Context: an optimization exercise on an open-source flow, tuned for small area, a short achievable clock period and few clock cycles. The choices shown serve that exercise and are no tape-out recipe. At most, simulation tests tie the RTL to the original design; equivalence was not proved. The RTL of runs 2 and 7 was laid out without a check of its function. Power is estimated from default activity; no workload was simulated.

[config.mk]
export PLATFORM = sky130hd
export DESIGN_NAME = sdr_frame_tx
export DESIGN_NICKNAME = sdr_frame_tx
export VERILOG_FILES = /design/flow/design.v
export SDC_FILE = /design/flow/constraint.sdc
export NUM_CORES = 4
export LEC_CHECK = 0
export CAP_MARGIN = 20
export CORE_MARGIN = 2
export CORE_UTILIZATION = 65
export CTS_CLUSTER_DIAMETER = 70
export CTS_CLUSTER_SIZE = 28
export SLEW_MARGIN = 20
[constraint.sdc]
create_clock -name core_clock -period 15.0 [get_ports {clk}]
set_input_delay 3.0000 -clock core_clock [delete_from_list [all_inputs] [get_ports {clk}]]
set_output_delay 3.0000 -clock core_clock [all_outputs]
set_load 0.01 [all_outputs]
[design.v]
module sdr_frame_tx (
    input  wire       clk,
    input  wire       rst,
    input  wire       in_valid,
    output wire       in_ready,
    input  wire [7:0] in_data,
    output wire       out_valid,
    input  wire       out_ready,
    output wire [7:0] out_data,
    output wire       done
);
    localparam [2:0]  T_NONE = 3'd0,    
                      T_TRAIN = 3'd1, T_START = 3'd2, T_DATA = 3'd3,
                      T_PARITY = 3'd4, T_END = 3'd5, T_DONE = 3'd6;
    function automatic [6:0] lfsr8(input [6:0] st);
        integer j;
        reg [6:0] r;
        begin
            r = st;
            for (j = 0; j < 8; j = j + 1)
                r = {r[0] ^ r[4], r[6:1]};
            lfsr8 = r;
        end
    endfunction
    function automatic [6:0] ham_enc(input [3:0] d);
        ham_enc = {d, d[3] ^ d[2] ^ d[0], d[3] ^ d[1] ^ d[0], d[2] ^ d[1] ^ d[0]};
    endfunction
    function automatic [31:0] crc_nib(input [31:0] r0, input [3:0] d);
        integer j;
        reg [31:0] r;
        begin
            r = r0 ^ {28'd0, d};
            for (j = 0; j < 4; j = j + 1)
                r = r[0] ? ((r >> 1) ^ 32'hEDB88320) : (r >> 1);
            crc_nib = r;
        end
    endfunction
    function automatic [7:0] eos_byte(input [3:0] j);
        eos_byte = (j == 4'd0 || j == 4'd5) ? 8'h45 :
                   (j == 4'd1 || j == 4'd6) ? 8'h4F :
                   (j == 4'd2 || j == 4'd7) ? 8'h53 :
                   (j == 4'd3 || j == 4'd8) ? 8'h00 : 8'hFF;
    endfunction
    reg  [95:0] br_q;      
    reg  [95:0] ar_q;      
    reg  [4:0]  ph_q;      
    reg  [31:0] crc_q;
    reg  [6:0]  ks_q;      
    reg  [5:0]  cur_q;     
    reg  [7:0]  od_q;      
    reg         ov_q;
    reg  [2:0]  ft_q;      
    reg  [2:0]  slot_q;    
    reg         gini_q;    
    reg         eosm_q;    
    reg  [3:0]  fill_q;    
    reg         full_q;    
    reg         rdy_q;     
    reg         done_q;
    assign out_valid = ov_q;
    assign out_data  = od_q;
    assign in_ready  = rdy_q;
    assign done      = done_q;
    wire is_d = (ft_q == T_DATA);
    wire is_p = (ft_q == T_PARITY);
    wire pay  = (cur_q >= 6'd23) && (cur_q <= 6'd42);
    wire ring = (cur_q >= 6'd23) && (cur_q <= 6'd46);    
    wire [5:0] pidx = (cur_q >= 6'd23) ? cur_q - 6'd23 : cur_q + 6'd1;
    wire aligned = (ph_q == pidx[4:0]);
    wire [7:0] gid = br_q[95:88];     
    wire can  = (ft_q != T_DONE) && !(ft_q == T_NONE && cur_q == 6'd20) &&
                (cur_q < 6'd21 || cur_q > 6'd46 || aligned);
    wire main_free = !ov_q || out_ready;
    wire ld   = can && main_free;
    wire take = in_valid && rdy_q;
    wire [3:0] onib = (is_d ? br_q[95:92] : 4'd0) | (is_p ? ar_q[95:92] : 4'd0);
    wire [3:0] cnib = ph_q[0] ? ((is_d ? br_q[3:0] : 4'd0) | (is_p ? ar_q[3:0] : 4'd0))
                              : ((is_d ? br_q[91:88] : 4'd0) | (is_p ? ar_q[91:88] : 4'd0));
    wire [31:0] crc_f = ~crc_q;
    wire [7:0]  key   = {ks_q[0], ks_q[1], ks_q[2], ks_q[3], ks_q[4], ks_q[5], ks_q[6],
                         ks_q[0] ^ ks_q[4]};
    wire c20  = (cur_q == 6'd20);
    wire c21  = (cur_q == 6'd21);
    wire c22  = (cur_q == 6'd22);
    wire crcz = (cur_q >= 6'd43) && (cur_q <= 6'd46);
    wire [7:0] vb = ({8{pay}} & {1'b0, ham_enc(onib)}) |
                    ({8{c20}} & {5'd0, ft_q}) |
                    ({8{c21 && (is_d || is_p)}} & gid) |
                    ({8{c22}} & {5'd0, is_p, is_d & slot_q[1], is_d & slot_q[0]}) |
                    ({8{crcz}} & crc_f[31:24]);
    wire [7:0] kc = c20 ? 8'hFE : c21 ? 8'h3B : c22 ? 8'h14 : (cur_q == 6'd47) ? 8'h00 :
                    (cur_q == 6'd16) ? 8'h1A : (cur_q == 6'd17) ? 8'hCF :
                    (cur_q == 6'd18) ? 8'hFC : (cur_q == 6'd19) ? 8'h1D : 8'hAA;
    wire [7:0] fb = (ring ? key : kc) ^ vb;
    wire upd       = ld && pay && is_d;             
    wire frame_end = ld && (cur_q == 6'd47);
    wire       gw    = (ph_q == 5'd22) && (gini_q || (ld && is_p && cur_q == 6'd21));
    wire [7:0] gid_w = (gini_q || gid == 8'd255) ? 8'd1 : gid + 8'd1;
    wire [3:0] ahead = (slot_q != 3'd0) ? ar_q[95:92] : 4'd0;
    always @(posedge clk) begin
        br_q <= {take ? in_data[3:0] : gw ? gid_w[3:0] : br_q[91:88], br_q[87:0],
                 take ? in_data[7:4] : gw ? gid_w[7:4] : br_q[95:92]};
        ar_q <= {ar_q[91:0], upd ? ahead ^ br_q[95:92] : ar_q[95:92]};
        crc_q <= (ph_q < 5'd20) ? crc_nib(crc_q, cnib) : {crc_q[23:0], 8'hFF};
        ks_q <= (ph_q == 5'd23) ? 7'h7D : lfsr8(ks_q);
        if (rst)
            od_q <= 8'h00;
        else if (ld)
            od_q <= fb;
    end
    wire [4:0] ph_n   = (ph_q == 5'd23) ? 5'd0 : ph_q + 5'd1;
    wire [3:0] fill_n = take ? ((fill_q == 4'd9) ? 4'd0 : fill_q + 4'd1) : fill_q;
    wire       full_n = take ? (fill_q == 4'd9) : (full_q && !(ld && is_d && cur_q == 6'd46));
    always @(posedge clk) begin
        if (rst) begin
            ph_q   <= 5'd1;      
            cur_q  <= 6'd0;
            ov_q   <= 1'b0;
            ft_q   <= T_TRAIN;
            slot_q <= 3'd0;
            gini_q <= 1'b1;
            fill_q <= 4'd0;
            full_q <= 1'b0;
            rdy_q  <= 1'b0;
            done_q <= 1'b0;
        end else begin
            ph_q   <= ph_n;
            if (ph_q == 5'd22)
                gini_q <= 1'b0;
            fill_q <= fill_n;
            full_q <= full_n;
            rdy_q  <= !full_n && (ph_n == {fill_n, 1'b0});
            done_q <= (ft_q == T_DONE) && !ov_q;
            if (main_free)
                ov_q <= ld;
            if (ld)
                cur_q <= (cur_q == 6'd47) ? 6'd0 : cur_q + 6'd1;
            if (ft_q == T_NONE && full_q) begin
                if (eosm_q)
                    ft_q  <= (slot_q != 3'd0) ? T_PARITY : T_END;
                else
                    ft_q  <= T_DATA;
            end
            if (frame_end) begin
                case (ft_q)
                    T_TRAIN: begin
                        slot_q <= (slot_q == 3'd3) ? 3'd0 : slot_q + 3'd1;
                        if (slot_q == 3'd3) ft_q <= T_START;
                    end
                    T_START: begin
                        slot_q <= (slot_q == 3'd2) ? 3'd0 : slot_q + 3'd1;
                        if (slot_q == 3'd2) ft_q <= T_NONE;
                    end
                    T_DATA: begin
                        slot_q <= slot_q + 3'd1;
                        ft_q   <= (slot_q == 3'd3) ? T_PARITY : T_NONE;
                    end
                    T_PARITY: begin
                        slot_q <= 3'd0;
                        ft_q   <= T_NONE;    
                    end
                    default: begin
                        slot_q <= slot_q + 3'd1;
                        if (slot_q == 3'd2) ft_q <= T_DONE;
                    end
                endcase
            end
        end
    end
    always @(posedge clk)
        if (take)
            eosm_q <= (fill_q == 4'd0 || eosm_q) && (in_data == eos_byte(fill_q));
endmodule
[flow/run.sh]
#!/bin/bash
# Standard layout (standard.sh's make command), with two changes that keep the
# constraints as they are:
#  - synthesis maps the logic with an area-oriented ABC script (area.abc);
#  - timing repair aims well below the 15 ns clock period (setup margin 11 ns).
set -euo pipefail
cd "$(dirname "$0")/.."
W=$(pwd)
export SETUP_SLACK_MARGIN=11
export BUFFER_PORTS_ARGS="-buffer_cell sky130_fd_sc_hd__buf_1"
export AREA_ABC_SCRIPT=$W/flow/area.abc
export FLOW_SYNTH_TCL=$W/synth_recipe.tcl
sed "s#SYNTH_SCRIPT=[^ ]*synth_recipe.tcl#SYNTH_SCRIPT=$W/flow/area_synth.tcl#" standard.sh > area_standard.sh
grep -q "SYNTH_SCRIPT=$W/flow/area_synth.tcl" area_standard.sh
bash area_standard.sh > standard_make.log 2>&1
[flow/area.abc]
&get -n
&st
&dch
&nf -R 1000 -p
&put
[flow/area_synth.tcl]
# The standard flow's synthesis (synth_recipe.tcl, sourced unchanged), with only the ABC
# mapping script replaced by an area-oriented one (flow/area.abc). The
# registers, their names and cell types come out as in the standard
# synthesis; only the combinational mapping differs.
proc abc {args} {
  set i [lsearch $args -script]
  if {$i >= 0} {
    set args [lreplace $args [expr {$i + 1}] [expr {$i + 1}] $::env(AREA_ABC_SCRIPT)]
  }
  yosys abc {*}$args
}
source $::env(FLOW_SYNTH_TCL)
[standard.sh]
#!/bin/bash
# synth_recipe.tcl (not shown) runs the flow's synth.tcl, then flattens the netlist and writes it again
# the make line also repeats each setting of config.mk as NAME=value (left out here)
make -C /OpenROAD-flow-scripts/flow DESIGN_CONFIG=/design/flow/config.mk WORK_HOME=/design/flow/orfs CLKGATE_MAP_FILE= SYNTH_SCRIPT=/design/flow/synth_recipe.tcl "${@:-finish}"
==> results of run 1 <==
[cells by family after synthesis]
logic type               share of synthesized area, %
flip-flops                                       64.7
AND/OR/NAND/NOR                                  10.5
AO/OA/AOI/OAI                                    12.8
XOR/XNOR                                         8.72
buffers and inverters                           0.592
adder cells (fa/ha/maj)                          1.97
multiplexers                                    0.653
[power by group through the flow]
| stage | logic, W | registers [W] | clock network [W] |
|---|---|---|---|
| final | 0.000321 | 0.000885 | 0.000426 |
| after floorplan | 0.000260 | 0.000878 | 0 |
| after detailed placement | 0.000311 | 0.000898 | 0 |
| after global routing | 0.000358 | 0.000896 | 0.000457 |
| after global placement | 0.000302 | 0.000895 | 0 |
| after CTS | 0.000319 | 0.000883 | 0.000433 |
[cells in the final DEF (no fill, tap or decap), types with 8 or more instances in the layout]
master | Yosys | final
clkinv_1 | 13 | 12
a211oi_1 | 14 | 14
o21ai_0 | 42 | 37
a221oi_1 | 10 | 10
ha_1 | 13 | 13
clkbuf_16 | 0 | 14
xor2_1 | 30 | 29
a31oi_1 | 12 | 12
nand3_1 | 15 | 15
nand2_1 | 66 | 64
buf_1 | 0 | 14
a22oi_1 | 8 | 8
a21oi_1 | 47 | 47
dfxtp_1 | 265 | 258
nor2_1 | 71 | 69
o22ai_1 | 13 | 13
xnor2_1 | 52 | 51
[stage by stage]
step	area (sq um)	worst slack [ps]	hold slack (ps)
detailed placement	8590	10260	312
global placement	8590	10390	310
finish	9150	11030	324
floorplan	8260	10590	310
CTS	9070	11000	327
global route	9150	10960	338
[per-layer routing]
layer / track usage [%] / wire [um]
met1: 32.7 / 7110
met5: 0 / 0
met2: 39.3 / 7470
met3: 2.91 / 638
met4: 6.51 / 365
[area by class of cell]
cell class	count	area [sq um]
flip-flops and latches	266	5350
inverters	13	53.8
well taps	172	215
repair buffers	28	144
clock buffers	15	364
clock inverters	5	91.3
fillers	924	3370
multi-input cells	467	2930
[final timing paths]
path | to | startpoint | cells after the start
setup / recovery | out_valid | ov_q | 1
hold / removal | br_q[73] | br_q[69] | 0
setup reg to reg | full_q | cur_q[0] | 13
hold reg to reg | br_q[73] | br_q[69] | 0
[state kept, by name, summed over array words and instances, names as in the netlist, 3 cells and up]
register / flops
ar_q: 96
br_q: 96
ph_q: 5
slot_q: 3
ft_q: 3
od_q: 8
fill_q: 4
crc_q: 32
cur_q: 6
ks_q: 7
[timing repair]
action | CTS | global route
pin swaps | 1 | 2
cloned | 1 | 0
setup buffers | 1 | 1
setup endpoints to repair | 17 | 37
resized for setup | 6 | 26
==> out/qor.csv, run 1 <==
metric,value,unit
status,finished clean,
worst clock skew,17.6,ps
Max IR drop VDD,0.127,mV
core area,12500,sq um
Synth top area share,64.4,%
vias after detailed routing,5393,
Vias per Instance,5.58,
crit-path cells,buf_2,
hold_buf cts,0,
Clock Path Buffers,3,
GR Overflow Total,0,
Die ar.,13600,sq um
Initial Util,65.8,%
peak fanout along the critical path,3,
sw frac,27.8,%
crit path launch type,flop,
Cell Int Power,0.00118,W
max cap viols,0,
crit share post-route,26.5,%
Total Wirelength,15600,um
Worst-path clk slew,90,ps
"count leader, synth",dfxtp_1,
Yosys reg bits,266,
ys flop type,dfxtp_1,
largest net degree at the start of global routing,54,
Netlist cell types,42,
Clk pwr share,26.1,%
antenna violations before repair,0,
Commonest cells post-synth,"265 x dfxtp_1, 71 x nor2_1, 66 x nand2_1",
antenna cells,0,
fmax,252,MHz
"Cell Area, Synth",8240,sq um
"Power, Total",0.00163,W
Hold Path Class,reg2reg,
Layout Utilization,73.1,%
RSZ-0062 raised after global routing,yes,
DRC Markers,0,
clock latency on the worst-skew pair,490,ps
"Hold Violations, Final",0,
H-tree levels,1,
Final min period,3970,ps
nets@finish,815,
HPWL after DPL,10300,um
setup tns final,0,ps
sequential share of power,54.2,%
leakage power,3.48,nW
Pre-antenna DRT Iters,5,
Setup crit end kind,output pin,
fin cells,966,
Max-slew headroom,30.9,%
CTS Buf Count,14,
Antenna Nets Post-Route,0,
number of I/O port buffers,22,
register area share after synthesis,64.7,%
Die Wd,117,um
Layout Area Growth over Synthesis,11.0,%
wire per inst,16.1,um
worst stage delay on the critical path,360,ps
placed cell count,943,
routability cong.,0.884,
Post-synth ARST share,0,%
R2R Setup Slk,11380,ps
initial DRC count,360,
cell count after synthesis,745,
kind of critical path,reg2out,
"CP delay by family, top",flip-flops,
num rows,41,
Max Transition Viols Final,0,
via count of the first global-routing pass,5037,
CP Data Required Time,12000,ps
"Net Count, Synth",770,
number of synthesized flops with an enable pin,1,
CTS sink cnt,266,
CTS tree,done,
Worst-Margin Slew,1030,ps
mean post-synth cell area,11.1,sq um
P per Cell Area,178,nW/um^2
Top-Level Pins,23,
layout cell share with drive strength beyond 1,7.05,%
global-route wire length before repair,25400,um
Comb power frac,19.7,%
Die Span Y,117,um
largest cells by area after synthesis,"dfxtp_1 64%, xnor2_1 5.5%, nor2_1 3.2%",
Bufs and invs on worst path,1,
Slowest cell on crit path,dfxtp_4,
CP Data Arrival Time,970,ps
clock root buffer,clkbuf_16,
leading area contributor after synthesis,dfxtp_1,
YS warnings,1,
count of final setup violators,0,
total track usage,23.6,%
Psw,0.000454,W
Testbench counts, summed over its fixed seeds: cycles 32,648.
==> run 2, diff against run 1 <==
--- a/design.v
+++ b/design.v
@@ -106,3 +106,3 @@
         if (rst)
-            od_q <= 8'h00;
+            od_q <= 8'hAA;       
         else if (ld)
@@ -115,5 +115,5 @@
         if (rst) begin
-            ph_q   <= 5'd1;      
-            cur_q  <= 6'd0;
-            ov_q   <= 1'b0;
+            ph_q   <= 5'd2;      
+            cur_q  <= 6'd1;
+            ov_q   <= 1'b1;
             ft_q   <= T_TRAIN;
==> run 2 against run 1 <==
  * Critical path depth unchanged
  * Clock power fell by 1%
  * Flip-flop and latch count unchanged
  * Worst hold slack barely moved
  * Final area is 0.23% higher
  * Still clean on timing, DRC and antenna
  * Wire length about the same
==> out/qor.csv, run 2 <==
metric,value,unit,change
status,finished clean,,
R2R Path Start,ft_q[0],,
r2r endpoint,crc_q[19],,
CP Data Required Time,12000,ps,about the same
largest registers,"ar_q (96), br_q (96), crc_q (32)",,
max cap viols,0,,unchanged
nets@finish,812,,-0.37%
setup tns final,0,ps,unchanged
Worst Reg-to-Reg Cells,9,,-4
core area,12500,sq um,unchanged
Commonest cells post-synth,"265 x dfxtp_1, 70 x nor2_1, 64 x nand2_1",,
Die ar.,13600,sq um,about the same
Layout Area Growth over Synthesis,11.3,%,
ys flop type,dfxtp_1,,
initial DRC count,459,,+28%
Final min period,3980,ps,+3.00 ps
worst stage delay on the critical path,370,ps,about the same
"commonest non-fill, non-tap cell in the layout",dfxtp_1,,
crit-path cells,buf_4,,
antenna violations before repair,0,,unchanged
total track usage,23.5,%,about the same
number of I/O port buffers,22,,unchanged
Post-Place Setup Slack,10560,ps,+293 ps
P per Cell Area,175,nW/um^2,-1.6%
number of synthesized flops with an enable pin,1,,unchanged
CP Data Arrival Time,980,ps,about the same
hold_buf cts,0,,unchanged
"count leader, synth",dfxtp_1,,
Die Wd,117,um,about the same
Total Wirelength,15600,um,about the same
RSZ-0062 raised after global routing,yes,,
Pre-antenna DRT Iters,5,,unchanged
Bufs and invs on worst path,1,,unchanged
GR Overflow Total,0,,unchanged
register area share after synthesis,64.8,%,about the same
"CP delay by family, top",flip-flops,,
Max Transition Viols Final,0,,unchanged
DRC Markers,0,,unchanged
via count of the first global-routing pass,5270,,+4.6%
Vias per Instance,5.60,,+0.39%
H-tree levels,1,,unchanged
wire per inst,16.2,um,+0.25%
CTS tree,done,,
Initial Util,65.8,%,about the same
Die Span Y,117,um,about the same
"Cell Area, Synth",8240,sq um,about the same
highest routed layer,met4,,
count of final setup violators,0,,unchanged
Setup crit end kind,output pin,,
hold depth,0,,unchanged
num rows,41,,unchanged
Netlist cell types,46,,+9.5%
fillcell total,874,,-5.4%
"Hold Violations, Final",0,,unchanged
Yosys reg bits,266,,unchanged
leading area contributor after synthesis,dfxtp_1,,
Post-synth ARST share,0,%,unchanged
Crit. Startpoint,rdy_q,,
mean post-synth cell area,11.0,sq um,-0.15%
peak fanout along the critical path,2,,-1
kind of critical path,reg2out,,
Clock Path Buffers,3,,unchanged
cell count after synthesis,746,,+0.13%
routability cong.,0.857,,-3.1%
"Net Count, Synth",771,,+0.13%
R2R Setup Slk,11280,ps,-100 ps
final worst slack,11020,ps,-3.00 ps
CTS sink cnt,266,,unchanged
largest net degree at the start of global routing,54,,unchanged
met3 routed WL,539,um,-16%
Hold Startpoint,br_q[42],,
Hold Path Class,reg2reg,,
worst clock skew,24.9,ps,+7.31 ps
fmax,252,MHz,about the same
layout cell share with drive strength beyond 1,6.70,%,-0.35 points
vias after detailed routing,5397,,+0.074%
leakage power,3.44,nW,-1.2%
CTS Buf Count,14,,unchanged
Antenna Nets Post-Route,0,,unchanged
YS warnings,1,,unchanged
Max IR drop VDD,0.141,mV,+11%
clock latency on the worst-skew pair,490,ps,about the same
Top-Level Pins,23,,unchanged
Worst Hold Endpoint,br_q[46],,
most frequent cells in the layout,"262 x dfxtp_1, 67 x nor2_1, 63 x nand2_1",,
Synth top area share,64.4,%,about the same
crit path launch type,flop,,
Slowest cell on crit path,dfxtp_4,,
Worst-path clk slew,100,ps,about the same
DR WL met2,7520,um,+0.70%
met1 wire length,7060,um,-0.63%
largest cells by area after synthesis,"dfxtp_1 64%, xnor2_1 5.4%, xor2_1 3.3%",,
Max-slew headroom,28.0,%,-2.9 points
clock root buffer,clkbuf_16,,
Worst-Margin Slew,1070,ps,+43.5 ps
global-route wire length before repair,25200,um,-0.73%
antenna cells,0,,unchanged
HPWL after DPL,10400,um,+1.6%
crit share post-route,26.5,%,about the same
## run 2: how the worst max path moves through the flow
stage	end	cells after the start
floorplan	ft_q[0]	5
global placement	br_q[2]	8
detailed placement	br_q[3]	8
CTS	out_data[3]	1
global route	crc_q[18]	9
finish	in_ready	1
## run 2: final cells by class
cell class | count | area [sq um] | area share [%]
Clock inverter | 5 | 87.6 | 0.955
Tap cell | 172 | 215 | 2.35
Timing Repair Buffer | 25 | 121 | 1.32
Clock buffer | 15 | 364 | 3.97
Sequential cell | 266 | 5340 | 58.2
Inverter | 11 | 53.8 | 0.587
Multi-Input combinational cell | 469 | 2990 | 32.6
## run 2: logic make-up after synthesis
family          count (synthesis)  share of synthesized area [%]
mux                             4                          0.531
xor+xnor                       82                           8.72
simple gates                  201                           11.0
compound gates                169                           12.5
flops                         266                           64.8
fa+ha+maj                      13                           1.97
buf+inv                        11                          0.501
## run 2: through the flow
stage,cells,utilization (%),hold WS [ps],instance area (sq um),power [W]
after floorplan,746,-,310,8340,0.00112
after global placement,942,69.2,310,8660,0.00118
after detailed placement,942,69.2,312,8660,0.00120
after CTS,962,73.0,328,9130,0.00162
after global routing,963,73.3,338,9170,0.00169
final,963,73.3,324,9170,0.00161
## run 2: timing repair
action,4_1_cts,5_1_grt
setup buffers,0,1
resized for setup,10,13
endpoints found under the setup margin,13,30
pin swaps,0,1
endpoints found under the hold margin,0,0
## run 2: worst reg2reg max path, cell delays in order, from the launching register on
cell,delay [ps]
dfxtp_1,530
nand2_1,180
nor2_2,620
a221oi_1,170
nor2_1,230
xor2_1,760
xor2_1,640
xnor2_1,240
xor2_1,180
a21oi_1,80
## run 2: power by group
part	switching (W)	internal, W	total (W)	leakage [nW]
registers	0.0000616	0.000797	0.000858	2.17
logic	0.000168	0.000162	0.000330	1.06
clock network	0.000220	0.000200	0.000420	0.219
## run 2: routing by layer
| metal | global-route usage (%) | vias up |
|---|---|---|
| li1 | - | 2674 |
| met1 | 31.4 | 2566 |
| met2 | 40.0 | 118 |
| met3 | 3.06 | 39 |
| met4 | 7.69 | 0 |
| met5 | 0 | - |
==> run 3, diff against run 2 <==
--- a/design.v
+++ b/design.v
@@ -131,3 +131,3 @@
             full_q <= full_n;
-            rdy_q  <= !full_n && (ph_n == {fill_n, 1'b0});
+            rdy_q  <= !take && !full_n && (ph_n == {fill_q, 1'b0});
             done_q <= (ft_q == T_DONE) && !ov_q;
--- a/flow/run.sh
+++ b/flow/run.sh
@@ -8,3 +8,3 @@
 W=$(pwd)
-export SETUP_SLACK_MARGIN=11
+export SETUP_SLACK_MARGIN=11.1
 export BUFFER_PORTS_ARGS="-buffer_cell sky130_fd_sc_hd__buf_1"
==> run 3 against run 2 <==
  * Still clean
  * Largest cell class unchanged
  * Fmax increased by 0.15%
  * Synthesized area increased by 0.55%
  * Worst hold slack got worse by 10 ps
  * First-iteration DRC count decreased by 13%
  * Critical endpoint is now out_data[0]
  * Flip-flop and latch count unchanged
  * Worst setup slack improved by 6.0 ps
  * Via count increased by 0.91%
  * Final cell count increased by 0.73%
  * Clock-buffer cell count increased by 1
  * Non-clock buffer count increased by 4
  * Global-route usage increased by 0.41 points
==> out/qor.csv, run 3 <==
metric,value,unit,change
status,finished clean,,
clock root buffer,clkbuf_16,,
HPWL after DPL,10300,um,-1.1%
Synth top area share,64.0,%,-0.35 points
CTS sink cnt,266,,unchanged
initial DRC count,401,,-13%
Pre-antenna DRT Iters,5,,unchanged
Max Transition Viols Final,0,,unchanged
total track usage,23.9,%,+0.41 points
cell count after synthesis,747,,+0.13%
Post-synth ARST share,0,%,unchanged
crit share post-route,26.5,%,-0.040 points
nets@finish,819,,+0.86%
largest registers,"ar_q (96), br_q (96), crc_q (32)",,
final worst slack,11030,ps,+6.00 ps
YS warnings,1,,unchanged
"count leader, synth",dfxtp_1,,
worst stage delay on the critical path,370,ps,about the same
peak fanout along the critical path,2,,unchanged
GR Overflow Total,0,,unchanged
Commonest cells post-synth,"265 x dfxtp_1, 64 x nor2_1, 58 x nand2_1",,
worst clock skew,20.5,ps,-4.36 ps
Worst-path clk slew,110,ps,about the same
mean post-synth cell area,11.1,sq um,+0.41%
Post-Place Setup Slack,10420,ps,-133 ps
Max-slew headroom,39.0,%,+11 points
"commonest non-fill, non-tap cell in the layout",dfxtp_1,,
Slowest cell on crit path,dfxtp_2,,
Vias per Instance,5.61,,+0.18%
crit-path cells,buf_6,,
CTS tree,done,,
RSZ-0062 raised after global routing,yes,,
Total Wirelength,16000,um,+2.9%
Final min period,3970,ps,-6.00 ps
layout cell share with drive strength beyond 1,7.52,%,+0.82 points
Initial Util,66.2,%,+0.36 points
most frequent cells in the layout,"254 x dfxtp_1, 64 x nor2_1, 58 x nand2_1",,
Top-Level Pins,23,,unchanged
Antenna Nets Post-Route,0,,unchanged
Simple-Gate Fraction of Synth Area,10.8,%,-0.23 points
Die Span Y,117,um,+0.27%
number of synthesized flops with an enable pin,1,,unchanged
Worst path depth,1,,unchanged
max cap viols,0,,unchanged
"Hold Violations, Final",0,,unchanged
global-route wire length before repair,25600,um,+1.4%
register area share after synthesis,64.4,%,-0.35 points
fmax,252,MHz,+0.15%
core area,12500,sq um,unchanged
ys flop type,dfxtp_1,,
Adder-Cell Fraction of Synth Area,1.96,%,-0.011 points
Worst-Margin Slew,911,ps,-161 ps
number of I/O port buffers,22,,unchanged
num rows,41,,unchanged
Setup crit end kind,output pin,,
Netlist cell types,42,,-8.7%
CP Data Arrival Time,970,ps,about the same
"Cell Area, Synth",8280,sq um,+0.55%
final hold slack,313,ps,-10.3 ps
largest family of logic cells by synthesized area,compound AO/OA/AOI/OAI gates,,
Worst Reg-to-Reg Cells,14,,+5
Die ar.,13700,sq um,+0.53%
kind of critical path,reg2out,,
Max IR drop VDD,0.151,mV,+7.4%
Die Wd,117,um,+0.27%
Synth Area in Compound Gates,12.3,%,-0.20 points
via count of the first global-routing pass,5104,,-3.1%
DRC Markers,0,,unchanged
Synth Area in XOR/XNOR,8.99,%,+0.27 points
Clock Path Buffers,3,,unchanged
"Net Count, Synth",772,,+0.13%
CTS Buf Count,14,,unchanged
crit path launch type,flop,,
routability cong.,0.878,,+2.5%
clock latency on the worst-skew pair,490,ps,about the same
fin cells,970,,+0.73%
"Power, Total",0.00157,W,-2.3%
placed cell count,944,,+0.21%
antenna cells,0,,unchanged
hold depth,0,,unchanged
count of final setup violators,0,,unchanged
largest cells by area after synthesis,"dfxtp_1 64%, xnor2_1 5.1%, xor2_1 3.9%",,
wire per inst,16.5,um,+2.2%
setup tns final,0,ps,unchanged
P per Cell Area,170,nW/um^2,-3.0%
Bufs and invs on worst path,1,,unchanged
leading area contributor after synthesis,dfxtp_1,,
vias after detailed routing,5446,,+0.91%
Layout Area Growth over Synthesis,11.6,%,
CP Data Required Time,12000,ps,about the same
mux cell area share after synthesis,0.921,%,+0.39 points
leakage power,3.54,nW,+2.8%
H-tree levels,1,,unchanged
Yosys reg bits,266,,unchanged
"CP delay by family, top",flip-flops,,
antenna violations before repair,0,,unchanged
largest net degree at the start of global routing,52,,-3.7%
Hold Path Class,reg2reg,,
[run 3: changes by cell type after synthesis, moves of 4 or more]
cell | before | now
nand2_1 | 64 | 58
nand2b_1 | 6 | 10
a221oi_1 | 9 | 13
xor2_1 | 31 | 37
nor2b_1 | 7 | 11
nand3_1 | 20 | 16
nor2_1 | 70 | 64
[run 3: per-layer routing]
layer | up-vias | global-route usage, % | routed length, um
met5 | - | 0 | 0
met4 | 0 | 8.71 | 549
met3 | 52 | 3.14 | 709
met2 | 171 | 40.5 | 7590
met1 | 2548 | 31.8 | 7190
li1 | 2675 | - | -
[run 3: worst paths after layout]
| path | start | end | slack (ps) |
|---|---|---|---|
| setup / recovery | od_q[0] | out_data[0] | 11030 |
| hold / removal | br_q[61] | br_q[65] | 310 |
| setup reg to reg | cur_q[4] | br_q[95] | 11420 |
| hold reg to reg | br_q[61] | br_q[65] | 310 |
[run 3: where the power goes]
group | switching (W) | internal (W)
logic | 0.000153 | 0.000154
clock network | 0.000224 | 0.000188
registers | 0.0000596 | 0.000794
[run 3: final cells by class]
class	count	area [sq um]
clock buffer	16	379
clock inverter	4	53.8
fill	860	3280
inverter	14	52.6
multi-input combinational	469	2970
sequential	266	5350
tap	172	215
timing repair buffer	29	219
[run 3: stage by stage]
step / util [%] / instance area, sq um
2_1_floorplan: - / 8310
3_3_place_gp: 69.0 / 8630
3_5_place_dp: 69.0 / 8630
4_1_cts: 73.4 / 9190
5_1_grt: 73.8 / 9240
6_report: 73.8 / 9240
[run 3: cell families (layout without fill, tap and decap cells)]
kind of cell | after synthesis | after routing
mux | 7 | 7
xor+xnor | 85 | 85
compound gates | 168 | 169
simple gates | 194 | 195
flops | 266 | 266
buf+inv | 14 | 63
fa+ha+maj | 13 | 13
[run 3: timing repair]
| item | 4_1_cts | 5_1_grt |
|---|---|---|
| setup buffers | 2 | 2 |
| endpoints found under the setup margin | 22 | 43 |
| resized for setup | 33 | 8 |
| hold buffers | 0 | 0 |
| pin swaps | 2 | 2 |
| cloned | 1 | 1 |
Testbench counts of run 3, summed over its fixed seeds: cycles 32,640.
==> run 4, diff against run 3 <==
--- a/flow/run.sh
+++ b/flow/run.sh
@@ -8,3 +8,3 @@
 W=$(pwd)
-export SETUP_SLACK_MARGIN=11.1
+export SETUP_SLACK_MARGIN=11
 export BUFFER_PORTS_ARGS="-buffer_cell sky130_fd_sc_hd__buf_1"
==> run 4 against run 3 <==
  * Register-to-register slack worse by 130 ps
  * Fmax rose by 0.20%
  * Clock power decreased by 3%
  * Sequential power hardly changed
  * Non-clock buffer count is 5 lower
  * Clock-buffer cell count is 2 lower
  * Critical path type unchanged
  * Total power decreased by 0.46%
==> out/qor.csv, run 4 <==
metric,value,unit,change
DRC Markers,0,,unchanged
HPWL after DPL,10400,um,+0.28%
Bufs and invs on worst path,1,,unchanged
leading area contributor after synthesis,dfxtp_1,,
register area share after synthesis,64.4,%,unchanged
Worst-Margin Slew,967,ps,+55.7 ps
Crit. Startpoint,od_q[4],,
postcts setup bufs,0,,-2
Worst-path clk slew,100,ps,about the same
Max-slew headroom,35.3,%,-3.7 points
antenna cells,0,,unchanged
Netlist cell types,42,,unchanged
CTS sink cnt,266,,unchanged
num rows,41,,unchanged
clock root buffer,clkbuf_16,,
Synth top area share,64.0,%,unchanged
antenna violations before repair,0,,unchanged
worst clock skew,16.2,ps,-4.34 ps
Vias per Instance,5.57,,-0.81%
P per Cell Area,172,nW/um^2,+1.1%
clock latency on the worst-skew pair,480,ps,about the same
number of synthesized flops with an enable pin,1,,unchanged
via count of the first global-routing pass,5114,,+0.20%
ys flop type,dfxtp_1,,
Layout Utilization,72.7,%,-1.1 points
Die Wd,117,um,unchanged
Antenna Nets Post-Route,0,,unchanged
routability cong.,0.882,,+0.46%
global-route wire length before repair,25400,um,-0.70%
CP Data Required Time,12000,ps,about the same
Yosys reg bits,266,,unchanged
GR Overflow Total,0,,unchanged
YS warnings,1,,unchanged
"commonest non-fill, non-tap cell in the layout",dfxtp_1,,
max cap viols,0,,unchanged
Post-Place Setup Slack,10460,ps,+33.5 ps
"Net Count, Synth",772,,unchanged
Max Transition Viols Final,0,,unchanged
hold_buf cts,0,,unchanged
Layout Area Growth over Synthesis,9.88,%,
Setup crit end kind,output pin,,
Hold Startpoint,ar_q[69],,
number of I/O port buffers,22,,unchanged
cell count after synthesis,747,,unchanged
setup tns final,0,ps,unchanged
Total Wirelength,15800,um,-1.1%
leakage power,3.46,nW,-2.2%
Commonest cells post-synth,"265 x dfxtp_1, 64 x nor2_1, 58 x nand2_1",,
Clock Path Buffers,3,,unchanged
Setup crit end,out_data[4],,
most frequent cells in the layout,"261 x dfxtp_1, 63 x nor2_1, 58 x nand2_1",,
layout cell share with drive strength beyond 1,5.69,%,-1.8 points
crit share post-route,26.4,%,-0.052 points
fmax,252,MHz,+0.20%
"Power, Total",0.00157,W,-0.46%
"Hold Violations, Final",0,,unchanged
Pre-antenna DRT Iters,5,,unchanged
Slowest cell on crit path,dfxtp_1,,
RSZ-0062 raised after global routing,yes,,
kind of critical path,reg2out,,
Die ar.,13700,sq um,unchanged
core area,12500,sq um,unchanged
Max IR drop VDD,0.126,mV,-16%
Worst path depth,1,,unchanged
Worst Reg-to-Reg Cells,9,,-5
R2R Setup Slk,11290,ps,-130 ps
Post-synth ARST share,0,%,unchanged
count of final setup violators,0,,unchanged
vias after detailed routing,5363,,-1.5%
H-tree levels,1,,unchanged
largest net degree at the start of global routing,52,,unchanged
mean post-synth cell area,11.1,sq um,unchanged
worst stage delay on the critical path,330,ps,-40 ps
largest cells by area after synthesis,"dfxtp_1 64%, xnor2_1 5.1%, xor2_1 3.9%",,
R2R Path Start,ft_q[0],,
initial DRC count,385,,-4.0%
crit path launch type,flop,,
r2r endpoint,crc_q[19],,
Final min period,3960,ps,-7.80 ps
"CP delay by family, top",flip-flops,,
total track usage,23.6,%,-0.38 points
Hold Path Class,reg2reg,,
status,finished clean,,
crit-path cells,buf_1,,
Die Span Y,117,um,unchanged
fillcell total,910,,+5.8%
CTS Buf Count,14,,unchanged
largest registers,"ar_q (96), br_q (96), crc_q (32)",,
CTS tree,done,,
wire per inst,16.5,um,-0.42%
"Cell Area, Synth",8280,sq um,unchanged
final worst slack,11040,ps,+7.80 ps
Initial Util,66.2,%,unchanged
"count leader, synth",dfxtp_1,,
peak fanout along the critical path,2,,unchanged
nets@finish,813,,-0.73%
Top-Level Pins,23,,unchanged
CP Data Arrival Time,960,ps,about the same
==> run 4: how the worst min path moves through the flow <==
stage / end / slack (ps) / cells past startpoint
6_report: ar_q[73] / 320 / 0
3_5_place_dp: ar_q[71] / 310 / 0
4_1_cts: br_q[52] / 330 / 0
2_1_floorplan: ar_q[10] / 310 / 0
5_1_grt: br_q[52] / 330 / 0
3_3_place_gp: br_q[30] / 310 / 0
==> run 4: power by group <==
group | internal [W] | leakage [nW] | switching [W] | total [W]
clock network | 0.000178 | 0.204 | 0.000222 | 0.000401
logic | 0.000154 | 1.09 | 0.000159 | 0.000312
registers | 0.000793 | 2.17 | 0.0000588 | 0.000852
total | 0.00113 | 3.46 | 0.000440 | 0.00157
==> run 4: metal layers <==
| metal | share of wire [%] | track usage [%] |
|---|---|---|
| met1 | 45 | 30.7 |
| met5 | 0 | 0 |
| met4 | 3.1 | 8.00 |
| met3 | 4.0 | 3.30 |
| met2 | 48 | 40.6 |
==> run 4: cells by family (layout without fill, tap and decap cells) <==
logic type               Yosys count  count (layout)  share of synthesized area, %
AO/OA/AOI/OAI                    168             168                          12.3
XOR/XNOR                          85              85                          8.99
AND/OR/NAND/NOR                  194             195                          10.8
buffers and inverters             14              57                         0.634
multiplexers                       7               7                         0.921
adder cells (fa/ha/maj)           13              13                          1.96
flip-flops                       266             266                          64.4
==> run 4: layout make-up <==
type                            count  area [sq um]  area share, %
Inverter                           14          52.6          0.577
Sequential cell                   266          5340           58.7
Clock inverter                      5          70.1          0.770
Multi-Input combinational cell    468          2970           32.6
Tap cell                          172           215           2.36
Clock buffer                       14           350           3.85
Timing Repair Buffer               24           109           1.20
==> run 4: timing repair <==
| item | in CTS | in global routing |
|---|---|---|
| endpoints found under the setup margin | 10 | 25 |
| pin swaps | 0 | 1 |
| resized for setup | 5 | 15 |
| cloned | 0 | 1 |
==> run 4: stage by stage <==
stage | cells | hold WS (ps) | instance area [sq um]
detailed placement | 943 | 312 | 8630
finish | 963 | 325 | 9100
global placement | 943 | 310 | 8630
CTS | 962 | 329 | 9060
floorplan | 747 | 310 | 8310
global route | 963 | 330 | 9100
==> run 5, diff against run 4 <==
--- a/config.mk
+++ b/config.mk
@@ -10,4 +10,5 @@
 export CORE_UTILIZATION = 65
-export CTS_CLUSTER_DIAMETER = 70
-export CTS_CLUSTER_SIZE = 28
+export CTS_BUF_LIST = sky130_fd_sc_hd__clkbuf_4
+export CTS_CLUSTER_DIAMETER = 45
+export CTS_CLUSTER_SIZE = 12
 export SLEW_MARGIN = 20
==> run 5 against run 4 <==
  * Still clean
  * Clock power down 18%
  * Total power is 5.2% lower
  * Critical path depth unchanged
  * Non-clock buffer count increased by 1
  * Critical path type unchanged
==> out/qor.csv, run 5 <==
metric,value,unit,change
Antenna Nets Post-Route,0,,unchanged
Worst Hold Endpoint,ar_q[88],,
CTS sink cnt,266,,unchanged
mean post-synth cell area,11.1,sq um,unchanged
Worst Reg-to-Reg Cells,8,,-1
Vias per Instance,5.45,,-2.1%
Crit. Startpoint,od_q[7],,
Layout Utilization,72.4,%,-0.32 points
Die ar.,13700,sq um,unchanged
register area share after synthesis,64.4,%,unchanged
placed cell count,943,,unchanged
CTS Buf Count,28,,+14
num rows,41,,unchanged
Post-Place Setup Slack,10460,ps,unchanged
most frequent cells in the layout,"254 x dfxtp_1, 63 x nor2_1, 58 x nand2_1",,
Top-Level Pins,23,,unchanged
number of synthesized flops with an enable pin,1,,unchanged
Max-slew headroom,38.0,%,+2.7 points
Max Transition Viols Final,0,,unchanged
"Hold Violations, Final",0,,unchanged
core area,12500,sq um,unchanged
cell count after synthesis,747,,unchanged
setup tns final,0,ps,unchanged
leading area contributor after synthesis,dfxtp_1,,
fin cells,982,,+2.0%
fmax,241,MHz,-4.5%
antenna cells,0,,unchanged
clock root buffer,clkbuf_4,,
Worst-Margin Slew,927,ps,-39.7 ps
status,finished clean,,
Setup crit end kind,output pin,,
crit path launch type,flop,,
antenna violations before repair,0,,unchanged
CTS tree,done,,
H-tree levels,1,,unchanged
initial DRC count,385,,unchanged
layout cell share with drive strength beyond 1,9.14,%,+3.4 points
leakage power,3.45,nW,-0.38%
Initial Util,66.2,%,unchanged
Final min period,4150,ps,+189 ps
Die Span Y,117,um,unchanged
Hold Startpoint,ar_q[84],,
"Net Count, Synth",772,,unchanged
hold_buf cts,0,,unchanged
Die Wd,117,um,unchanged
final worst slack,10850,ps,-189 ps
Max IR drop VDD,0.124,mV,-2.3%
Yosys reg bits,266,,unchanged
via count of the first global-routing pass,5196,,+1.6%
Layout Area Growth over Synthesis,9.39,%,
vias after detailed routing,5355,,-0.15%
CP Data Arrival Time,1150,ps,+190 ps
crit share post-route,27.7,%,+1.3 points
GR Overflow Total,0,,unchanged
Clock Path Buffers,3,,unchanged
largest cells by area after synthesis,"dfxtp_1 64%, xnor2_1 5.1%, xor2_1 3.9%",,
largest net degree at the start of global routing,52,,unchanged
Total Wirelength,15400,um,-3.0%
"count leader, synth",dfxtp_1,,
Hold Path Class,reg2reg,,
P per Cell Area,164,nW/um^2,-4.8%
R2R Setup Slk,11270,ps,-20 ps
Post-synth ARST share,0,%,unchanged
global-route wire length before repair,25400,um,unchanged
clock latency on the worst-skew pair,680,ps,+200 ps
Netlist cell types,42,,unchanged
Commonest cells post-synth,"265 x dfxtp_1, 64 x nor2_1, 58 x nand2_1",,
Slowest cell on crit path,dfxtp_2,,
RSZ-0062 raised after global routing,yes,,
R2R Path Start,ft_q[2],,
ys flop type,dfxtp_1,,
number of I/O port buffers,22,,unchanged
total track usage,23.5,%,about the same
Synth top area share,64.0,%,unchanged
worst stage delay on the critical path,370,ps,+40 ps
wire per inst,15.7,um,-4.8%
"commonest non-fill, non-tap cell in the layout",dfxtp_1,,
CP Data Required Time,12000,ps,about the same
"CP delay by family, top",flip-flops,,
max cap viols,0,,unchanged
DRC Markers,0,,unchanged
Worst-path clk slew,120,ps,+20 ps
final hold slack,304,ps,-21.2 ps
crit-path cells,buf_6,,
count of final setup violators,0,,unchanged
nets@finish,827,,+1.7%
worst clock skew,31.4,ps,+15.2 ps
r2r endpoint,crc_q[18],,
kind of critical path,reg2out,,
"Cell Area, Synth",8280,sq um,unchanged
Bufs and invs on worst path,1,,unchanged
hold depth,0,,unchanged
routability cong.,0.882,,unchanged
peak fanout along the critical path,2,,unchanged
largest registers,"ar_q (96), br_q (96), crc_q (32)",,
HPWL after DPL,10400,um,unchanged
Pre-antenna DRT Iters,5,,unchanged
YS warnings,1,,unchanged
-- run 5: area by class of cell --
class                           instances  area (sq um)
Clock buffer                           30           225
Multi-Input combinational cell        467          2950
Clock inverter                          8          81.3
Sequential cell                       266          5350
Tap cell                              172           215
Timing Repair Buffer                   25           188
Fill cell                             921          3450
Inverter                               14          52.6
-- run 5: stage by stage --
stage	power (W)	instance area [sq um]
6_report	0.00148	9060
5_1_grt	0.00157	9060
4_1_cts	0.00150	9030
3_5_place_dp	0.00117	8630
3_3_place_gp	0.00116	8630
2_1_floorplan	0.00110	8310
-- run 5: how the worst max path moves through the flow --
| stage | end | slack [ps] | depth (start not counted) |
|---|---|---|---|
| floorplan | br_q[92] | 10870 | 7 |
| CTS | out_data[7] | 10820 | 1 |
| finish | out_data[7] | 10850 | 1 |
| global placement | br_q[3] | 10610 | 8 |
| global route | out_data[2] | 10790 | 1 |
| detailed placement | ar_q[2] | 10460 | 7 |
-- run 5: per-layer routing --
metal,routed length [um],global-route usage [%],vias to the layer above
li1,-,-,2703
met1,7100,31.0,2490
met2,7190,38.7,115
met3,550,3.96,47
met4,537,10.1,0
met5,0,0,-
-- run 5: power by group --
group / total (W) / switching, W / internal, W
logic: 0.000304 / 0.000150 / 0.000153
clock network: 0.000329 / 0.000214 / 0.000115
registers: 0.000851 / 0.0000573 / 0.000794
-- run 5: what timing repair did --
action                                  in CTS  in global routing
gates resized for setup                     33                  6
setup buffers                                1                  0
endpoints found under the setup margin      15                 23
-- run 5: cell families after synthesis --
kind of cell	Yosys count	share of synthesized area, %
mux	7	0.921
buf+inv	14	0.634
compound gates	168	12.3
flops	266	64.4
xor+xnor	85	8.99
fa+ha+maj	13	1.96
simple gates	194	10.8
==> run 6, diff against run 5 <==
--- a/config.mk
+++ b/config.mk
@@ -10,5 +10,5 @@
 export CORE_UTILIZATION = 65
-export CTS_BUF_LIST = sky130_fd_sc_hd__clkbuf_4
-export CTS_CLUSTER_DIAMETER = 45
-export CTS_CLUSTER_SIZE = 12
+export CTS_BUF_LIST = sky130_fd_sc_hd__clkbuf_8
+export CTS_CLUSTER_DIAMETER = 55
+export CTS_CLUSTER_SIZE = 20
 export SLEW_MARGIN = 20
==> run 6 against run 5 <==
  * Still clean on timing, DRC and antenna
  * Fmax rose by 4.1%
  * Worst setup slack improved by 160 ps
  * Final cell count fell by 1.0%
  * Sequential share of layout area fell by 0.47 points
  * Clock skew fell by 14 ps
  * Synthesized cell count did not move
  * Worst hold slack improved by 18 ps
  * Flip-flop and latch count did not move
  * Critical path depth did not move
  * Non-clock buffer count rose by 1
  * Register-to-register slack improved by 30 ps
  * Critical endpoint is now out_data[2]
  * Largest cell class unchanged
  * Highest routed layer unchanged
==> out/qor.csv, run 6 <==
metric,value,unit,change
Simple-Gate Fraction of Synth Area,10.8,%,unchanged
number of I/O port buffers,22,,unchanged
Comb power frac,20.0,%,-0.5 points
mean post-synth cell area,11.1,sq um,unchanged
nets@finish,819,,-0.97%
worst stage delay on the critical path,340,ps,-30 ps
layout cell share with drive strength beyond 1,7.88,%,-1.3 points
Final min period,3990,ps,-164 ps
fin cells,972,,-1.0%
R2R Setup Slk,11300,ps,+30 ps
hold depth,0,,unchanged
kind of critical path,reg2out,,
multi-input logic area,2960,sq um,+0.34%
clock root buffer,clkbuf_8,,
Sequential cell area,5350,sq um,unchanged
r2r endpoint,crc_q[18],,
status,finished clean,,
"Cell Area, Synth",8280,sq um,unchanged
Top-Level Pins,23,,unchanged
largest registers,"ar_q (96), br_q (96), crc_q (32)",,
Worst-Margin Slew,946,ps,+18.1 ps
Hold Path Class,reg2reg,,
Yosys reg bits,266,,unchanged
Synth Area in Compound Gates,12.3,%,unchanged
CTS Buf Count,19,,-32%
most frequent cells in the layout,"254 x dfxtp_1, 63 x nor2_1, 58 x nand2_1",,
GR Overflow Total,0,,unchanged
"count leader, synth",dfxtp_1,,
sequential share of power,55.8,%,-1.6 points
antenna cells,0,,unchanged
Setup crit end kind,output pin,,
met1 GRT Util,31.8,%,+0.74 points
Post-Place Setup Slack,10460,ps,unchanged
Hold Startpoint,br_q[81],,
initial DRC count,406,,+5.5%
"Hold Violations, Final",0,,unchanged
YS warnings,1,,unchanged
Post-synth ARST share,0,%,unchanged
final worst slack,11010,ps,+164 ps
crit path launch type,flop,,
register area share after synthesis,64.4,%,unchanged
Cell Int Power,0.00109,W,+2.8%
global-route wire length before repair,25400,um,about the same
largest cells by area after synthesis,"dfxtp_1 64%, xnor2_1 5.1%, xor2_1 3.9%",,
Layout Area Growth over Synthesis,10.3,%,
CTS tree,done,,
number of synthesized flops with an enable pin,1,,unchanged
GR peak layer,met2,,
worst clock skew,17.2,ps,-14.1 ps
P per Cell Area,167,nW/um^2,+2.2%
vias after detailed routing,5343,,-0.22%
R2R Path Start,ft_q[0],,
HPWL after DPL,10400,um,unchanged
fillcell total,901,,-2.2%
num rows,41,,unchanged
peak fanout along the critical path,2,,unchanged
DRC Markers,0,,unchanged
core area,12500,sq um,unchanged
largest family of logic cells by synthesized area,compound AO/OA/AOI/OAI gates,,
fmax,251,MHz,+4.1%
clock latency on the worst-skew pair,530,ps,-150 ps
wire per inst,16.1,um,+3.0%
Synth top area share,64.0,%,unchanged
mux cell area share after synthesis,0.921,%,unchanged
total track usage,23.6,%,+0.10 points
Die Wd,117,um,unchanged
sw frac,28.6,%,+0.15 points
Vias per Instance,5.50,,+0.80%
Die Span Y,117,um,unchanged
Worst-path clk slew,120,ps,about the same
largest net degree at the start of global routing,52,,unchanged
Max IR drop VDD,0.137,mV,+11%
Max-slew headroom,36.8,%,-1.2 points
met2 Resource Use GR,38.5,%,-0.19 points
leading area contributor after synthesis,dfxtp_1,,
Worst Hold Endpoint,br_q[85],,
routability cong.,0.882,,unchanged
count of final setup violators,0,,unchanged
GRT met3 Usage,4.53,%,+0.57 points
setup tns final,0,ps,unchanged
CP Data Arrival Time,990,ps,-160 ps
Netlist cell types,42,,unchanged
Commonest cells post-synth,"265 x dfxtp_1, 64 x nor2_1, 58 x nand2_1",,
Antenna Nets Post-Route,0,,unchanged
"commonest non-fill, non-tap cell in the layout",dfxtp_1,,
Total Wirelength,15700,um,+1.9%
H-tree levels,1,,unchanged
Max Transition Viols Final,0,,unchanged
Initial Util,66.2,%,unchanged
ys flop type,dfxtp_1,,
Worst Reg-to-Reg Cells,9,,+1
leakage power,3.48,nW,+0.94%
"Net Count, Synth",772,,unchanged
CTS sink cnt,266,,unchanged
Synth Area in XOR/XNOR,8.99,%,unchanged
via count of the first global-routing pass,5099,,-1.9%
Clk pwr share,24.2,%,+2.0 points
Clock Path Buffers,3,,unchanged
Slowest cell on crit path,dfxtp_2,,
crit-path cells,buf_6,,
Psw,0.000437,W,+3.5%
Adder-Cell Fraction of Synth Area,1.96,%,unchanged
"CP delay by family, top",flip-flops,,
Die ar.,13700,sq um,unchanged
Pre-antenna DRT Iters,7,,+2
Bufs and invs on worst path,1,,unchanged
CP Data Required Time,12000,ps,about the same
antenna violations before repair,0,,unchanged
placed cell count,943,,unchanged
max cap viols,0,,unchanged
crit share post-route,26.6,%,-1.1 points
RSZ-0062 raised after global routing,yes,,
hold_buf cts,0,,unchanged
cell count after synthesis,747,,unchanged
==> run 6: changes by cell type in the layout (fill, tap and decap cells not counted), sizes merged <==
cell / delta
clkbuf: -11
clkinvlp: -4
inv: +3
buf: +1
clkinv: +1
==> run 6: worst max-delay path by stage <==
| stage | slack [ps] | cells past startpoint | to | from |
|---|---|---|---|---|
| finish | 11010 | 1 | out_data[2] | od_q[2] |
| global route | 10970 | 1 | in_ready | rdy_q |
| CTS | 11000 | 1 | out_data[5] | od_q[5] |
| detailed placement | 10460 | 7 | ar_q[2] | out_ready |
| global placement | 10610 | 8 | br_q[3] | out_ready |
| floorplan | 10870 | 7 | br_q[92] | out_ready |
==> run 6: final cells by class <==
| cell class | count | area share (%) |
|---|---|---|
| Multi-Input combinational cell | 467 | 32.4 |
| Sequential cell | 266 | 58.6 |
| Clock buffer | 19 | 2.86 |
| Timing Repair Buffer | 26 | 2.07 |
| Clock inverter | 8 | 1.16 |
| Inverter | 14 | 0.575 |
| Tap cell | 172 | 2.36 |
==> run 6: layer usage <==
| layer | routed length (um) | vias up |
|---|---|---|
| met5 | 0 | - |
| met4 | 446 | 0 |
| met3 | 730 | 33 |
| met2 | 7260 | 134 |
| met1 | 7240 | 2508 |
| li1 | - | 2668 |
==> run 6: stage by stage <==
stage	power (W)	hold slack, ps	area, sq um	util (%)
2_1_floorplan	0.00110	310	8310	-
3_3_place_gp	0.00116	310	8630	68.9
3_5_place_dp	0.00117	312	8630	68.9
4_1_cts	0.00153	323	9080	72.5
5_1_grt	0.00161	327	9140	73.0
6_report	0.00153	322	9140	73.0
==> run 6: cells by family after synthesis <==
group | count (synthesis)
DFF | 266
xor gates and xnor gates | 85
muxes | 7
buffers and inverters | 14
and+or+nand+nor | 194
adders and majority gates | 13
AOI/OAI and AO/OA | 168
==> run 6: timing repair <==
item	CTS	global route
resized for setup	28	13
pin swaps	0	2
setup endpoints to repair	12	27
buffers inserted	1	1
==> run 6: worst reg2reg max path, cell delays in order, from the launching register on <==
cell      delay [ps]
dfxtp_1          510
nand2_1          180
nor2_2           600
a221oi_1         210
nor2_1           210
xor2_1           670
xor2_1           720
xnor2_1          240
xor2_1           160
a21oi_1           80
==> run 6: power groups by stage <==
stage                     logic, W  clock network (W)  registers, W
after detailed placement  0.000302                  0      0.000865
after CTS                 0.000307           0.000376      0.000851
after global placement    0.000291                  0      0.000864
final                     0.000306           0.000369      0.000852
after floorplan           0.000254                  0      0.000848
after global routing      0.000343           0.000404      0.000861
==> run 7, diff against run 6 <==
--- a/design.v
+++ b/design.v
@@ -53,3 +53,2 @@
     reg  [2:0]  slot_q;    
-    reg         gini_q;    
     reg         eosm_q;    
@@ -96,4 +95,5 @@
     wire frame_end = ld && (cur_q == 6'd47);
-    wire       gw    = (ph_q == 5'd22) && (gini_q || (ld && is_p && cur_q == 6'd21));
-    wire [7:0] gid_w = (gini_q || gid == 8'd255) ? 8'd1 : gid + 8'd1;
+    wire       gst   = (ft_q == T_START);
+    wire       gw    = (ph_q == 5'd22) && (gst || (ld && is_p && cur_q == 6'd21));
+    wire [7:0] gid_w = (gst || gid == 8'd255) ? 8'd1 : gid + 8'd1;
     wire [3:0] ahead = (slot_q != 3'd0) ? ar_q[95:92] : 4'd0;
@@ -106,3 +106,3 @@
         if (rst)
-            od_q <= 8'hAA;       
+            od_q <= 8'h00;
         else if (ld)
@@ -115,8 +115,7 @@
         if (rst) begin
-            ph_q   <= 5'd2;      
-            cur_q  <= 6'd1;
-            ov_q   <= 1'b1;
+            ph_q   <= 5'd1;      
+            cur_q  <= 6'd0;
+            ov_q   <= 1'b0;
             ft_q   <= T_TRAIN;
             slot_q <= 3'd0;
-            gini_q <= 1'b1;
             fill_q <= 4'd0;
@@ -127,7 +126,5 @@
             ph_q   <= ph_n;
-            if (ph_q == 5'd22)
-                gini_q <= 1'b0;
             fill_q <= fill_n;
             full_q <= full_n;
-            rdy_q  <= !take && !full_n && (ph_n == {fill_q, 1'b0});
+            rdy_q  <= !full_n && (ph_n == {fill_n, 1'b0});
             done_q <= (ft_q == T_DONE) && !ov_q;
--- a/config.mk
+++ b/config.mk
@@ -10,5 +10,4 @@
 export CORE_UTILIZATION = 65
-export CTS_BUF_LIST = sky130_fd_sc_hd__clkbuf_8
-export CTS_CLUSTER_DIAMETER = 55
-export CTS_CLUSTER_SIZE = 20
+export CTS_CLUSTER_DIAMETER = 70
+export CTS_CLUSTER_SIZE = 28
 export SLEW_MARGIN = 20
==> run 7 against run 6 <==
  * Still clean
  * Critical path depth is the same
  * Wire length grew 2.6%
  * Fmax grew 0.40%
  * Largest cell class unchanged
  * Highest routed layer unchanged
==> out/qor.csv, run 7 <==
metric,value,unit,change
Worst-path clk slew,100,ps,-20 ps
Hold Path Class,reg2reg,,
Sequential cell area,5330,sq um,-0.44%
HPWL after DPL,10300,um,-0.75%
fin cells,964,,-0.82%
Slowest cell on crit path,dfxtp_4,,
Die ar.,13600,sq um,-0.55%
via count of the first global-routing pass,5098,,-0.020%
RSZ-0062 raised after global routing,no,,
count of final setup violators,0,,unchanged
Simple-Gate Fraction of Synth Area,11.0,%,+0.29 points
final worst slack,11030,ps,+15.9 ps
Commonest cells post-synth,"264 x dfxtp_1, 69 x nor2_1, 65 x nand2_1",,
wire per inst,16.7,um,+3.5%
routability cong.,0.929,,+5.3%
Initial Util,65.8,%,-0.38 points
"Net Count, Synth",764,,-1.0%
Pre-antenna DRT Iters,5,,-2
CTS tree,done,,
CTS Buf Count,14,,-5
clock latency on the worst-skew pair,490,ps,-40 ps
mux cell area share after synthesis,0.668,%,-0.25 points
initial DRC count,389,,-4.2%
CTS sink cnt,265,,-0.38%
Synth top area share,64.2,%,+0.13 points
"count leader, synth",dfxtp_1,,
H-tree levels,1,,unchanged
Netlist cell types,46,,+9.5%
GR Overflow Total,0,,unchanged
setup tns final,0,ps,unchanged
mean post-synth cell area,11.1,sq um,+0.50%
Post-Place Setup Slack,10490,ps,+29.8 ps
cell count after synthesis,739,,-1.1%
nets@finish,813,,-0.73%
YS warnings,1,,unchanged
register area share after synthesis,64.5,%,+0.13 points
fillcell total,906,,+0.55%
kind of critical path,reg2out,,
Layout Area Growth over Synthesis,10.9,%,
Setup crit end kind,output pin,,
Bufs and invs on worst path,1,,unchanged
Worst Reg-to-Reg Cells,13,,+4
peak fanout along the critical path,3,,+1
crit share post-route,26.5,%,-0.11 points
core area,12500,sq um,unchanged
status,finished clean,,
Die Wd,117,um,-0.28%
"Cell Area, Synth",8240,sq um,-0.57%
crit path launch type,flop,,
layout cell share with drive strength beyond 1,6.94,%,-0.93 points
hold_buf cts,0,,unchanged
Max Transition Viols Final,0,,unchanged
P per Cell Area,182,nW/um^2,+8.6%
Die Span Y,117,um,-0.28%
Vias per Instance,5.59,,+1.6%
Antenna Nets Post-Route,0,,unchanged
Max-slew headroom,39.2,%,+2.4 points
fmax,252,MHz,+0.40%
Worst path depth,1,,unchanged
Worst-Margin Slew,909,ps,-36.4 ps
leading area contributor after synthesis,dfxtp_1,,
largest net degree at the start of global routing,53,,+1.9%
Top-Level Pins,23,,unchanged
largest cells by area after synthesis,"dfxtp_1 64%, xnor2_1 5.2%, xor2_1 3.9%",,
worst clock skew,22.1,ps,+4.91 ps
total track usage,24.2,%,+0.58 points
Adder-Cell Fraction of Synth Area,1.97,%,+0.011 points
"CP delay by family, top",flip-flops,,
worst stage delay on the critical path,370,ps,+30 ps
ys flop type,dfxtp_1,,
"Power, Total",0.00166,W,+8.5%
CP Data Required Time,12000,ps,about the same
Final min period,3970,ps,-15.9 ps
Synth Area in Compound Gates,12.1,%,-0.25 points
multi-input logic area,2930,sq um,-1.2%
DRC Markers,0,,unchanged
Max IR drop VDD,0.131,mV,-4.6%
antenna cells,0,,unchanged
vias after detailed routing,5386,,+0.80%
antenna violations before repair,0,,unchanged
crit-path cells,buf_6,,
number of I/O port buffers,22,,unchanged
placed cell count,938,,-0.53%
num rows,41,,unchanged
CP Data Arrival Time,970,ps,-20 ps
largest family of logic cells by synthesized area,compound AO/OA/AOI/OAI gates,,
Clock Path Buffers,3,,unchanged
global-route wire length before repair,25900,um,+1.7%
number of synthesized flops with an enable pin,1,,unchanged
largest registers,"ar_q (96), br_q (96), crc_q (32)",,
Layout Utilization,73.0,%,about the same
Yosys reg bits,265,,-0.38%
max cap viols,0,,unchanged
clock root buffer,clkbuf_16,,
hold depth,0,,unchanged
"Hold Violations, Final",0,,unchanged
most frequent cells in the layout,"258 x dfxtp_1, 68 x nor2_1, 63 x nand2_1",,
Synth Area in XOR/XNOR,9.14,%,+0.16 points
leakage power,3.51,nW,+0.76%
Total Wirelength,16100,um,+2.6%
"commonest non-fill, non-tap cell in the layout",dfxtp_1,,
Post-synth ARST share,0,%,unchanged
## run 7: final cells by class
| type | instances | area share, % |
|---|---|---|
| Sequential cell | 265 | 58.3 |
| Tap cell | 172 | 2.36 |
| Inverter | 12 | 0.548 |
| Timing Repair Buffer | 31 | 1.84 |
| Timing Repair inverter | 1 | 0.0548 |
| Multi-Input combinational cell | 463 | 32.0 |
| Clock inverter | 5 | 0.986 |
| Clock buffer | 15 | 3.88 |
## run 7: final timing paths
check | slack, ps | startpoint | endpoint
worst min register to register | 320 | br_q[45] | br_q[49]
worst max-delay path | 11030 | ov_q | out_valid
worst min-delay path | 320 | br_q[45] | br_q[49]
worst max register to register | 11420 | cur_q[4] | rdy_q
## run 7: routing by layer
layer	track usage [%]	routed length [um]	vias to the layer above
li1	-	-	2646
met1	32.6	7220	2556
met2	41.3	7730	148
met3	3.22	717	36
met4	6.82	415	0
met5	0	0	-
## run 7: per-stage QoR
| step | area (sq um) | hold WS (ps) |
|---|---|---|
| final | 9130 | 324 |
| after global routing | 9130 | 334 |
| after CTS | 9070 | 327 |
| after detailed placement | 8610 | 312 |
| after global placement | 8600 | 310 |
| after floorplan | 8260 | 310 |
## run 7: timing repair
| action | in CTS | in global routing |
|---|---|---|
| hold endpoints to repair | 0 | 0 |
| cloned | 1 | 1 |
| gates resized for setup | 6 | 16 |
| buffers inserted | 0 | 4 |
| setup endpoints to repair | 6 | 34 |
## run 7: logic make-up (layout without fill, tap and decap cells)
kind of cell,after synthesis,after routing
flip-flops,265,265
AND/OR/NAND/NOR,199,200
AO/OA/AOI/OAI,159,159
XOR/XNOR,86,86
adder cells (fa/ha/maj),13,13
buffers and inverters,12,64
multiplexers,5,5
## run 7: where the power goes
part / internal, W / switching, W / leakage (nW)
clock network: 0.000197 / 0.000226 / 0.215
logic: 0.000174 / 0.000173 / 1.12
registers: 0.000815 / 0.0000722 / 2.17

==> port drivers added, routing unchanged <==
The flow's constraints put no driver on any port. The routed layouts listed below were extracted and timed again, unchanged, in two steps. Step 1: set_driving_cell puts a clkbuf_16 on clk and a buf_2 on each other input, an assumption about the parent block. Step 2 adds t to the input delays and takes it off the output delays; t is the mean of the earliest and latest rising clock arrival at the registers after step 1. Input paths then give back, and output paths get back, about the clock's delay inside the block. a / b / c = no drivers / after step 1 / after step 2; a / b = the first two.
| run | shift t [ns] | setup slack, ns | worst slew at a driven data input, ns |
|---|---|---|---|
| run 1 | 0.524 | 11.027 / 10.983 / 10.539 | 0.03 |
| run 2 | 0.516 | 11.024 / 10.982 / 10.600 | 0.03 |
| run 3 | 0.513 | 11.030 / 10.989 / 10.668 | 0.03 |
| run 4 | 0.522 | 11.038 / 10.992 / 10.613 | 0.03 |
| run 5 | 0.697 | 10.849 / 10.816 / 10.493 | 0.03 |
| run 6 | 0.564 | 11.013 / 10.974 / 10.547 | 0.03 |
| run 7 | 0.523 | 11.029 / 10.987 / 10.546 | 0.03 |
After both steps every run listed still meets setup and hold. The setup slack of run 1, which loses most, moves by -0.044 ns with the drivers and by -0.488 ns with both steps.
